From an optimization exercise on the open Yosys and OpenROAD flow, aimed at small area, a short achievable clock period and few clock cycles per item; shortcuts taken in it are not production practice.
In this exercise RTL edits were held to simulation tests only and were not proved equivalent to the original.

==> flow/design.v, too long to show whole: its modules and the start of the top module <==
// module yrc_yuv_px: 620 lines
// module yrc_chroma: 790 lines
// module yrc_gray_px: 374 lines
// module yrc_pix2x2: 77 lines
module yrc_pix2x2 (
    input  wire        clk,
    input  wire        rst,         
    input  wire        in_valid,
    output wire        in_ready,
    input  wire [31:0] in_y,        
    input  wire [7:0]  in_v,
    input  wire [7:0]  in_u,
    output reg         out_valid,
    input  wire        out_ready,
    output reg  [95:0] out_rgb,     
    output reg  [31:0] out_gray     
);
  // ...
==> flow/flow/run.sh <==
#!/bin/bash
# Standard layout, with one extra step between synthesis and floorplan:
# flow/invpush.py removes inverters around full-adder cells in the synthesized
# netlist (a full adder is self-dual), keeping every register as synthesized.
set -euo pipefail
R=orfs/results/${FLOW_PLATFORM}/yrc_pix2x2/base
bash standard.sh synth > synth.log 2>&1
cp $R/1_2_yosys.v $R/1_2_yosys_std.v
python3 flow/invpush.py $R/1_2_yosys_std.v $R/1_2_yosys.v > invpush.log 2>&1
# rebuild the synthesis database from the edited netlist, then lay it out
rm -f $R/1_synth.odb $R/1_synth.sdc
bash standard.sh finish > layout.log 2>&1
==> flow/flow/invpush.py <==
#!/usr/bin/env python3
"""Remove inverters around full adders in a mapped sky130 netlist.

A full adder is self-dual: FA(~a, ~b, ~c) = (~sum, ~cout). Yosys's full-adder
extraction often leaves inverters between full adders. This script chooses,
for every fa cell, whether it computes its function or its complement so
that as few inverters as possible are needed, then rebuilds the inverters:
one inverter per net whose complement is used. Registers and all other
cells are kept as they are. Usage: invpush.py IN.v OUT.v"""
import re, sys, random

OUTS = {"X", "Y", "Q", "Q_N", "SUM", "COUT", "HI", "LO"}
INV = "sky130_fd_sc_hd__inv_1"
FA = "sky130_fd_sc_hd__fa_1"

src = open(sys.argv[1]).read()
mod = re.search(r"module\s+(\w+)\s*\((.*?)\);(.*?)endmodule", src, re.S)
head_end = mod.start(3)
body = mod.group(3)
cell_re = re.compile(r"\n(\s*)(sky130_fd_sc_hd__\w+)\s+(\S+)\s*\((.*?)\);", re.S)
pin_re = re.compile(r"\.(\w+)\(([^()]*)\)")
cells = []
for m in cell_re.finditer(body):
    pins = [(p, n.strip()) for p, n in pin_re.findall(m.group(4))]
    cells.append([m.group(2), m.group(3), pins])
decl = cell_re.sub("", body)   # wire / input / output declarations

ports = set()
for m in re.finditer(r"^\s*(input|output)\s+(\[[^\]]*\]\s*)?(\w+)\s*;", decl, re.M):
    ports.add(m.group(3))
def is_port(net):
    return net.split("[")[0].strip() in ports or net.startswith("1'")

driver = {}
for i, (ty, nm, pins) in enumerate(cells):
    for p, n in pins:
        if p in OUTS: driver[n] = (i, p)

# inverters we may remove: input and output are internal nets
inv_of = {}   # output net -> input net
for i, (ty, nm, pins) in enumerate(cells):
    if ty.startswith("sky130_fd_sc_hd__inv_") or ty.startswith("sky130_fd_sc_hd__clkinv_"):
        d = dict(pins)
        if not is_port(d["Y"]):
            inv_of[d["Y"]] = d["A"]
def lit(net):
    """(source net, polarity) of a net, looking through removable inverters."""
    pol = 0
    while net in inv_of:
        net = inv_of[net]; pol ^= 1
    return net, pol

removed = set(i for i, (ty, nm, pins) in enumerate(cells)
              if (ty.startswith("sky130_fd_sc_hd__inv_") or ty.startswith("sky130_fd_sc_hd__clkinv_"))
              and dict(pins)["Y"] in inv_of)
fa_idx = [i for i, c in enumerate(cells) if c[0] == FA]
fa_pos = {i: k for k, i in enumerate(fa_idx)}
flip = {i: 0 for i in fa_idx}

# consumers: (cell index or None, pin, source, pol)
cons = []
for i, (ty, nm, pins) in enumerate(cells):
    if i in removed: continue
    for p, n in pins:
        if p in OUTS: continue
        s, pol = lit(n)
        cons.append((i, p, s, pol))
# output ports driven through removable inverters: keep them as loads
port_loads = []
for n in list(inv_of):
    pass
# a net whose source is an fa output is flipped with that fa
def src_flip(s):
    d = driver.get(s)
    if d and d[0] in flip: return flip[d[0]]
    return 0
by_src = {}
for k, (i, p, s, pol) in enumerate(cons):
    by_src.setdefault(s, []).append(k)
def need_inv(k):
    i, p, s, pol = cons[k]
    f = flip.get(i, 0) if cells[i][0] == FA else 0
    return pol ^ src_flip(s) ^ f
# nets that must stay un-inverted as seen by ports: a removable inverter's input
# net that is itself a port output is not an issue; output ports are never
# removable inverter outputs by construction. But a port net driven by a flipped
# fa would change the port's value: forbid flipping fas that drive ports.
fixed = set()
for i in fa_idx:
    for p, n in cells[i][2]:
        if p in OUTS and is_port(n): fixed.add(i)
def cost_src(s):
    return 1 if any(need_inv(k) for k in by_src.get(s, [])) else 0
def fa_nets(i):
    ins = [lit(n)[0] for p, n in cells[i][2] if p not in OUTS]
    outs = [n for p, n in cells[i][2] if p in OUTS]
    return set(ins + outs)
total0 = sum(cost_src(s) for s in by_src)
rng = random.Random(1)
free = [i for i in fa_idx if i not in fixed]
netsof = {i: fa_nets(i) for i in free}
cur = total0; best = cur; best_flip = dict(flip); rounds = 0
T = 0.6
for rounds in range(400):
    rng.shuffle(free)
    for i in free:
        nets = netsof[i]
        before = sum(cost_src(s) for s in nets)
        flip[i] ^= 1
        after = sum(cost_src(s) for s in nets)
        d = after - before
        if d <= 0 or rng.random() < pow(2.718, -d / T):
            cur += d
            if cur < best: best = cur; best_flip = dict(flip)
        else:
            flip[i] ^= 1
    T *= 0.985
flip.update(best_flip)
total1 = sum(cost_src(s) for s in by_src)
sys.stderr.write("inverters: %d removable, before %d, after %d, flipped %d fa, %d rounds\n"
                 % (len(removed), total0, total1, sum(flip.values()), rounds))

def esc(n):
    n = n.strip()
    return n + " " if n.startswith("\\") else n

# rebuild
new_inv = {}
extra_decl = []
def inv_net(s):
    if s not in new_inv:
        nn = "\\invp_%d " % len(new_inv)
        new_inv[s] = nn
        extra_decl.append("  wire %s;" % nn)
    return new_inv[s]
conn = {}
for k, (i, p, s, pol) in enumerate(cons):
    conn[(i, p)] = inv_net(s) if need_inv(k) else s
out = [src[:head_end], decl.rstrip("\n"), "\n".join(extra_decl)]
for i, (ty, nm, pins) in enumerate(cells):
    if i in removed: continue
    ps = ",\n".join("    .%s(%s)" % (p, esc(n if p in OUTS else conn[(i, p)])) for p, n in pins)
    out.append("  %s %s (\n%s\n  );" % (ty, nm, ps))
for s, nn in new_inv.items():
    out.append("  %s \\invp_cell_%s  (\n    .A(%s),\n    .Y(%s)\n  );" % (INV, nn.strip()[6:], esc(s), esc(nn)))
out.append("endmodule\n")
rest = src[mod.end():]
open(sys.argv[2], "w").write("\n".join(out) + rest)
==> flow/standard.sh <==
#!/bin/bash
# synth_recipe.tcl (not shown) runs the flow's synth.tcl, then flattens the netlist and writes it again
# the make line also repeats each setting of config.mk as NAME=value (left out here)
make -C /OpenROAD-flow-scripts/flow DESIGN_CONFIG=/design/flow/config.mk WORK_HOME=/design/flow/orfs CLKGATE_MAP_FILE= SYNTH_SCRIPT=/design/flow/synth_recipe.tcl "${@:-finish}"
==> flow/config.mk <==
export PLATFORM = sky130hd
export DESIGN_NAME = yrc_pix2x2
export DESIGN_NICKNAME = yrc_pix2x2
export VERILOG_FILES = /design/flow/design.v
export SDC_FILE = /design/flow/constraint.sdc
export NUM_CORES = 4
export LEC_CHECK = 0
export CAP_MARGIN = 20
export CORE_MARGIN = 2
export CORE_UTILIZATION = 40
export SLEW_MARGIN = 20
==> flow/constraint.sdc <==
create_clock -name core_clock -period 22.0 [get_ports {clk}]
set_input_delay 4.4000 -clock core_clock [delete_from_list [all_inputs] [get_ports {clk}]]
set_output_delay 4.4000 -clock core_clock [all_outputs]
set_load 0.01 [all_outputs]
==> reports/results.ini, run 1 <==
[critical_path]
worst-path-stages = 26
worstSetupPathType = reg2reg

[layout]
nFlopsAndLatches = 356
n_antenna_cell = 1
top_regs = s2: 128 flops, out_rgb: 96 flops
fillers = 9547
multi_input_cells = 2663
final_cell_mix = ha_1, fa_1, inv_1, edfxtp_1, nor2_1
seq-cell-share_pct = 21.5
multi_input_area_share_pct = 63.7

[status]
status = no timing/DRC/antenna violations

[timing]
skew_ps = 43.4
hold_ws_ps = 466
fin_ws_ps = 14300
report.final.slew_viol_count = 0

[clock_network]
cts_tree = done
worstSkewPairLatency_ps = 640
clk_pin_slew_ps = 70
holdBufCountCts = 0

[yosys]
ys_warn_count = 1

[floorplan]
core.rowCount = 118
die_y_um = 328

[drt]
vias_per_cell = 5.14

[grt]
grt_max_degree = 163
overflow = 0
antenna_found_initial = 2

[placed_design]
io_buffers = 181

[min_path]
hold_depth = 2

Testbench counts, summed over its fixed seeds: cycles 8,012, items 8,000.
==> run 2, diff against run 1 <==
==> flow/flow/run.sh (replaced) <==
#!/bin/bash
# Standard layout with two changes:
#  - between synthesis and floorplan, flow/invpush.py removes inverters around
#    full-adder cells in the synthesized netlist (a full adder is self-dual),
#    keeping every register as synthesized;
#  - the port buffers that global placement inserts are buf_2 cells.
set -euo pipefail
R=orfs/results/${FLOW_PLATFORM}/yrc_pix2x2/base
bash standard.sh synth > synth.log 2>&1
cp $R/1_2_yosys.v $R/1_2_yosys_std.v
python3 flow/invpush.py $R/1_2_yosys_std.v $R/1_2_yosys.v > invpush.log 2>&1
# rebuild the synthesis database from the edited netlist, then lay it out
rm -f $R/1_synth.odb $R/1_synth.sdc
bash standard.sh finish "BUFFER_PORTS_ARGS=-buffer_cell sky130_fd_sc_hd__buf_2" > layout.log 2>&1
--- a/flow/config.mk
+++ b/flow/config.mk
@@ -7,5 +7,5 @@
 export LEC_CHECK = 0
 export CAP_MARGIN = 20
 export CORE_MARGIN = 2
-export CORE_UTILIZATION = 40
+export CORE_UTILIZATION = 65
 export SLEW_MARGIN = 20
==> reports/results.ini, run 2 <==
[timing]
fmaxAchievable_mhz = 125  ; was 130 MHz
fin_crit_sh_pct = 36.5  ; was 35.0%
period_minus_slack_ps = 8030  ; was 7700 ps
hold_viol = 0  ; unchanged
setup_tns_ps = 0  ; unchanged
skew_ps = 26.4  ; was 43.4 ps
fin_ws_ps = 13970  ; was 14300 ps
maxSlewHeadroom_pct = 18.2  ; was 20.7%
report.final.slew_viol_count = 0  ; unchanged
grt_setup_unrepaired = false  ; unchanged
finalSetupViolCount = 0  ; unchanged
worstMarginPinSlew_ps = 1210  ; was 1180 ps

[drt]
drt-initial-drc-count = 1836  ; was 1274
drc_errors = 0  ; unchanged
drtAntennaViolNets = 0  ; unchanged
vias_per_cell = 6.05  ; was 5.14
via_count = 27800  ; was 26400
drt_wl_total_mm = 109  ; was 106 mm
first_pass_iters = 9  ; was 5
routedWlPerCell_um = 23.8  ; was 20.6 um

[floorplan]
core.rowCount = 93  ; was 118
coreArea_mm2 = 0.0642  ; was 0.104 mm2
dieArea_mm2 = 0.0667  ; was 0.108 mm2
pin_count = 182  ; unchanged
die_y_um = 258  ; was 328 um
start_util_pct = 65.4  ; was 40.5%
die-width_um = 258  ; was 328 um

[clock_network]
clockBufferDepth = 3  ; unchanged
cts_setup_buffers = 0  ; unchanged
cts_num_sinks = 356  ; unchanged
cts.repair.resized = 0  ; unchanged
worstSkewPairLatency_ps = 590  ; was 640 ps
htree_num_levels = 2  ; unchanged
clk_pin_slew_ps = 60  ; was 70 ps
clockRootBuffer = clkbuf_16  ; unchanged
numCtsBuffers = 40  ; was 47
holdBufCountCts = 0  ; unchanged
cts_tree = done  ; unchanged

[run]
maxCapViolCount = 0  ; unchanged

[min_path]
min_from = sk[9]  ; was s2_valid
hp-class = reg2reg  ; unchanged
hold_depth = 1  ; was 2
holdPathEnd = sk[9]  ; was out_valid

[critical_path]
cpMostUsedCell = fa_1  ; unchanged
r2r-start = s1[33]  ; unchanged
critPathBufInv = 1  ; unchanged
max_stage_delay_ps = 840  ; was 790 ps
crit_family = adder cells  ; unchanged
worstSetupPathType = reg2reg  ; unchanged
timing.rr.end = s2[83]  ; unchanged
endpoint_kind = flip-flop  ; unchanged
crit_required_ps = 22310  ; was 22400 ps
worst-path-stages = 26  ; unchanged
cp.arrival_ps = 8340  ; was 8100 ps
cp_max_fo = 12  ; unchanged
reg2reg_slack_ps = 13970  ; was 14300 ps
start_kind = flip-flop  ; unchanged
r2r_cells = 26  ; unchanged
cp_slowest_cell = edfxtp_1  ; unchanged

[placed_design]
place_area_mm2 = 0.0441  ; was 0.0457 mm2
dp_hpwl_mm = 91.3  ; was 88.2 mm
place_congestion = 0.980  ; was 0.924
pre_cts_ws_ps = 14070  ; was 14290 ps
io_buffers = 181  ; unchanged

[grt]
busiest_layer = met2  ; unchanged
grt_usage_pct = 34.1  ; was 20.2%
grt_util_met1_pct = 43.7  ; was 27.9%
grt_max_degree = 174  ; was 163
grt_pass1_wl_mm = 173  ; was 165 mm
antenna_found_initial = 1  ; was 2
overflow = 0  ; unchanged
grt_pass1_vias = 30900  ; was 28100
gr-usage-met3_pct = 5.40  ; was 3.76%
use_met2_pct = 58.0  ; was 32.1%

[layout]
largest-register = s2  ; unchanged
top_regs = s2: 128 flops, out_rgb: 96 flops  ; unchanged
fillers = 4566  ; was 9547
final_cell_mix = ha_1, fa_1, inv_1, edfxtp_1, nor2_1  ; unchanged
finalInstanceArea_mm2 = 0.0455  ; was 0.0473 mm2
nNetsFinal = 5081  ; was 5089
area_growth_pct = 8.21  ; was 12.5%
multiInputGateArea_mm2 = 0.0302  ; was 0.0301 mm2
final_common_cell = ha_1  ; unchanged
n_antenna_cell = 0  ; was 1
ff_latch_area_mm2 = 0.0102  ; unchanged
largest_reg_flops = 128  ; unchanged
layout-drive-gt1-share_pct = 11.8  ; was 7.17%

[yosys]
synth_area_mm2 = 0.0420  ; unchanged
ys_warn_count = 1  ; unchanged
synthCells = 3482  ; unchanged
syn_nets = 4856  ; unchanged
synth_area_per_cell_um2 = 12.1  ; unchanged

[status]
status = no timing/DRC/antenna violations  ; unchanged

## run 2: how the worst max path moves through the flow
stage / slack, ps / start / end
2_1_floorplan: 8330 / out_ready / out_valid
3_3_place_gp: 14260 / s1[33] / s2[83]
3_5_place_dp: 14070 / s1[33] / s2[83]
4_1_cts: 14020 / s1[33] / s2[83]
5_1_grt: 13410 / s1[33] / s2[83]
6_report: 13970 / s1[33] / s2[83]
## run 2: per-layer routing
| layer | vias to the layer above | wire (um) |
|---|---|---|
| met5 | - | 13 |
| met4 | 2 | 5350 |
| met3 | 286 | 7000 |
| met2 | 977 | 53400 |
| met1 | 14100 | 43400 |
| li1 | 12400 | - |
## run 2: worst reg2reg max path: stages, from the launching register on
cell       delay [ps]
edfxtp_1          840
inv_1             470
ha_1              370
fa_1              510
fa_1              460
ha_1              300
o21a_1            170
nor2_1            180
nor2_1             90
o311ai_2          100
nand3b_1          200
a21o_1            220
a21o_1            180
fa_1              380
xor2_1            420
ha_1              330
nand4_1           140
nor3_1             80
nor3_1            180
a31oi_1           210
a2111oi_1         620
o22ai_1           190
o311a_1           170
a41oi_1           280
nand2b_1          120
fa_1              390
xor2_1            180
## run 2: final cells by class
class,instances,share of cell area [%]
sequential,356,22.4
multi-input combinational,2663,66.4
clock inverter,25,0.583
timing repair buffer,202,2.37
inverter,444,3.66
tap,855,2.35
clock buffer,48,2.31
## run 2: metrics by stage
step / hold slack [ps] / utilization, % / std cells
after global routing: 488 / 70.8 / 4593
after floorplan: 426 / - / 3482
after CTS: 476 / 70.8 / 4593
final: 473 / 70.8 / 4593
after global placement: 440 / 68.7 / 4520
after detailed placement: 463 / 68.7 / 4520
==> run 3, diff against run 2 <==
--- a/flow/config.mk
+++ b/flow/config.mk
@@ -7,5 +7,5 @@
 export LEC_CHECK = 0
 export CAP_MARGIN = 20
 export CORE_MARGIN = 2
-export CORE_UTILIZATION = 65
+export CORE_UTILIZATION = 40
 export SLEW_MARGIN = 20
==> reports/results.ini, run 3 <==
[timing]
worstMarginPinSlew_ps = 1040  ; was 1210 ps
period_minus_slack_ps = 7750  ; was 8030 ps
report.final.slew_viol_count = 0  ; unchanged
grt_setup_unrepaired = false  ; unchanged
skew_ps = 23.7  ; was 26.4 ps
fmaxAchievable_mhz = 129  ; was 125 MHz
maxSlewHeadroom_pct = 30.2  ; was 18.2%
hold_viol = 0  ; unchanged
finalSetupViolCount = 0  ; unchanged
setup_tns_ps = 0  ; unchanged
fin_crit_sh_pct = 35.2  ; was 36.5%

[placed_design]
io_buffers = 181  ; unchanged
place_area_mm2 = 0.0448  ; was 0.0441 mm2
place_congestion = 0.928  ; was 0.980
dp_hpwl_mm = 87.6  ; was 91.3 mm

[layout]
n_antenna_cell = 0  ; unchanged
largest-register = s2  ; unchanged
area_growth_pct = 9.99  ; was 8.21%
final_cell_mix = ha_1, fa_1, inv_1, edfxtp_1, nor2_1  ; unchanged
nNetsFinal = 5087  ; was 5081
fillers = 9529  ; was 4566
layout-drive-gt1-share_pct = 11.9  ; was 11.8%
largest_reg_flops = 128  ; unchanged
final_common_cell = ha_1  ; unchanged
top_regs = s2: 128 flops, out_rgb: 96 flops  ; unchanged
finalInstanceArea_mm2 = 0.0462  ; was 0.0455 mm2

[grt]
grt_usage_pct = 19.9  ; was 34.1%
grt_pass1_wl_mm = 164  ; was 173 mm
overflow = 0  ; unchanged
grt_pass1_vias = 28100  ; was 30900
antenna_found_initial = 0  ; was 1
grt_max_degree = 166  ; was 174

[drt]
drt_wl_total_mm = 104  ; was 109 mm
first_pass_iters = 5  ; was 9
drc_errors = 0  ; unchanged
drt-initial-drc-count = 1348  ; was 1836
vias_per_cell = 5.16  ; was 6.05
drtAntennaViolNets = 0  ; unchanged
via_count = 26400  ; was 27800
routedWlPerCell_um = 20.3  ; was 23.8 um

[min_path]
hp-class = reg2reg  ; unchanged
hold_depth = 2  ; was 1
holdPathEnd = out_valid  ; was sk[9]
min_from = s2_valid  ; was sk[9]

[yosys]
synthCells = 3482  ; unchanged
synth_area_per_cell_um2 = 12.1  ; unchanged
syn_nets = 4856  ; unchanged
ys_warn_count = 1  ; unchanged
synth_area_mm2 = 0.0420  ; unchanged

[clock_network]
htree_num_levels = 2  ; unchanged
cts_tree = done  ; unchanged
worstSkewPairLatency_ps = 620  ; was 590 ps
numCtsBuffers = 45  ; was 40
cts_num_sinks = 356  ; unchanged
clockBufferDepth = 3  ; unchanged
clk_pin_slew_ps = 60  ; about the same
holdBufCountCts = 0  ; unchanged
clockRootBuffer = clkbuf_16  ; unchanged
cts.repair.resized = 0  ; unchanged
cts_setup_buffers = 0  ; unchanged

[critical_path]
endpoint_kind = flip-flop  ; unchanged
start_kind = flip-flop  ; unchanged
crit_required_ps = 22370  ; was 22310 ps
reg2reg_slack_ps = 14250  ; was 13970 ps
r2r-start = s1[33]  ; unchanged
cpMostUsedCell = fa_1  ; unchanged
crit_family = adder cells  ; unchanged
r2r_cells = 26  ; unchanged
cp.arrival_ps = 8120  ; was 8340 ps
cp_max_fo = 12  ; unchanged
critPathBufInv = 1  ; unchanged
timing.rr.end = s2[83]  ; unchanged
cp_slowest_cell = edfxtp_1  ; unchanged
max_stage_delay_ps = 820  ; was 840 ps
worstSetupPathType = reg2reg  ; unchanged

[run]
maxCapViolCount = 0  ; unchanged

[floorplan]
dieArea_mm2 = 0.108  ; was 0.0667 mm2
coreArea_mm2 = 0.104  ; was 0.0642 mm2
core.rowCount = 118  ; was 93
start_util_pct = 40.5  ; was 65.4%
die-width_um = 328  ; was 258 um
pin_count = 182  ; unchanged
die_y_um = 328  ; was 258 um

[status]
status = no timing/DRC/antenna violations  ; unchanged

-- run 3: per-layer routing --
layer  track usage (%)  vias up  share of wire, %
met4              5.37        0               2.5
li1                  -    12400                 -
met2              32.5      593                47
met3              2.39      117               4.6
met5                 0        -                 0
met1              28.1    13300                46
-- run 3: cell type report --
class	count	area [um2]	share of cell area (%)
Timing Repair Buffer	203	1080	2.34
Multi-Input combinational cell	2663	30100	65.2
Inverter	444	1670	3.61
Clock inverter	24	228	0.493
Sequential cell	356	10200	22.0
Tap cell	1380	1730	3.74
Clock buffer	55	1220	2.63
-- run 3: worst max-delay path by stage --
stage / start / endpoint / cells after the start
2_1_floorplan: out_ready / out_valid / 3
3_3_place_gp: s1[33] / s2[83] / 26
3_5_place_dp: s1[33] / s2[83] / 26
4_1_cts: s1[33] / s2[83] / 26
5_1_grt: s1[33] / s2[83] / 26
6_report: s1[33] / s2[83] / 26
-- run 3: tightest hold or removal path, cell delays in order, from the launching register on --
cell and delay, ps:
dfxtp_1 300, inv_1 60, a21oi_1 60
-- run 3: metrics by stage --
step                      utilization (%)  hold WS, ps  worst slack (ps)  std cells
final                                44.5          457             14250       5125
after global routing                 44.5          489             13660       5125
after CTS                            44.5          456             14240       5125
after detailed placement             43.1          450             14280       5046
after global placement               43.1          448             14340       5046
after floorplan                         -          426              8330       3482

separate check: timing with driven ports:
No port has a modelled driver above. Below, the same layouts with a new extraction and two added sets of constraints.
Step 1 sets driving cells, clkbuf_16 on the clock port and buf_2 on the other inputs (assumed; they add their load-dependent delay and slew).
Step 2 also shifts input and output timing later by t, the mid clock arrival at the registers, as if the neighbouring blocks saw the same clock.
Slacks: ideal ports / drivers / drivers and shift; pairs: ideal ports / drivers.
run | t (ns) | setup WS [ns] | slew at the worst register clock pin (ns) | worst slew at a driven data input, ns | cell pins on the clock port's net
run 1 | 0.689 | 14.301 / 14.301 / 14.301 | 0.07 / 0.07 | 0.05 | 1
run 2 | 0.637 | 13.973 / 13.973 / 13.973 | 0.06 / 0.06 | 0.05 | 1
run 3 | 0.669 | 14.249 / 14.249 / 14.249 | 0.06 / 0.06 | 0.04 | 1
After both steps every run listed still meets setup and hold.
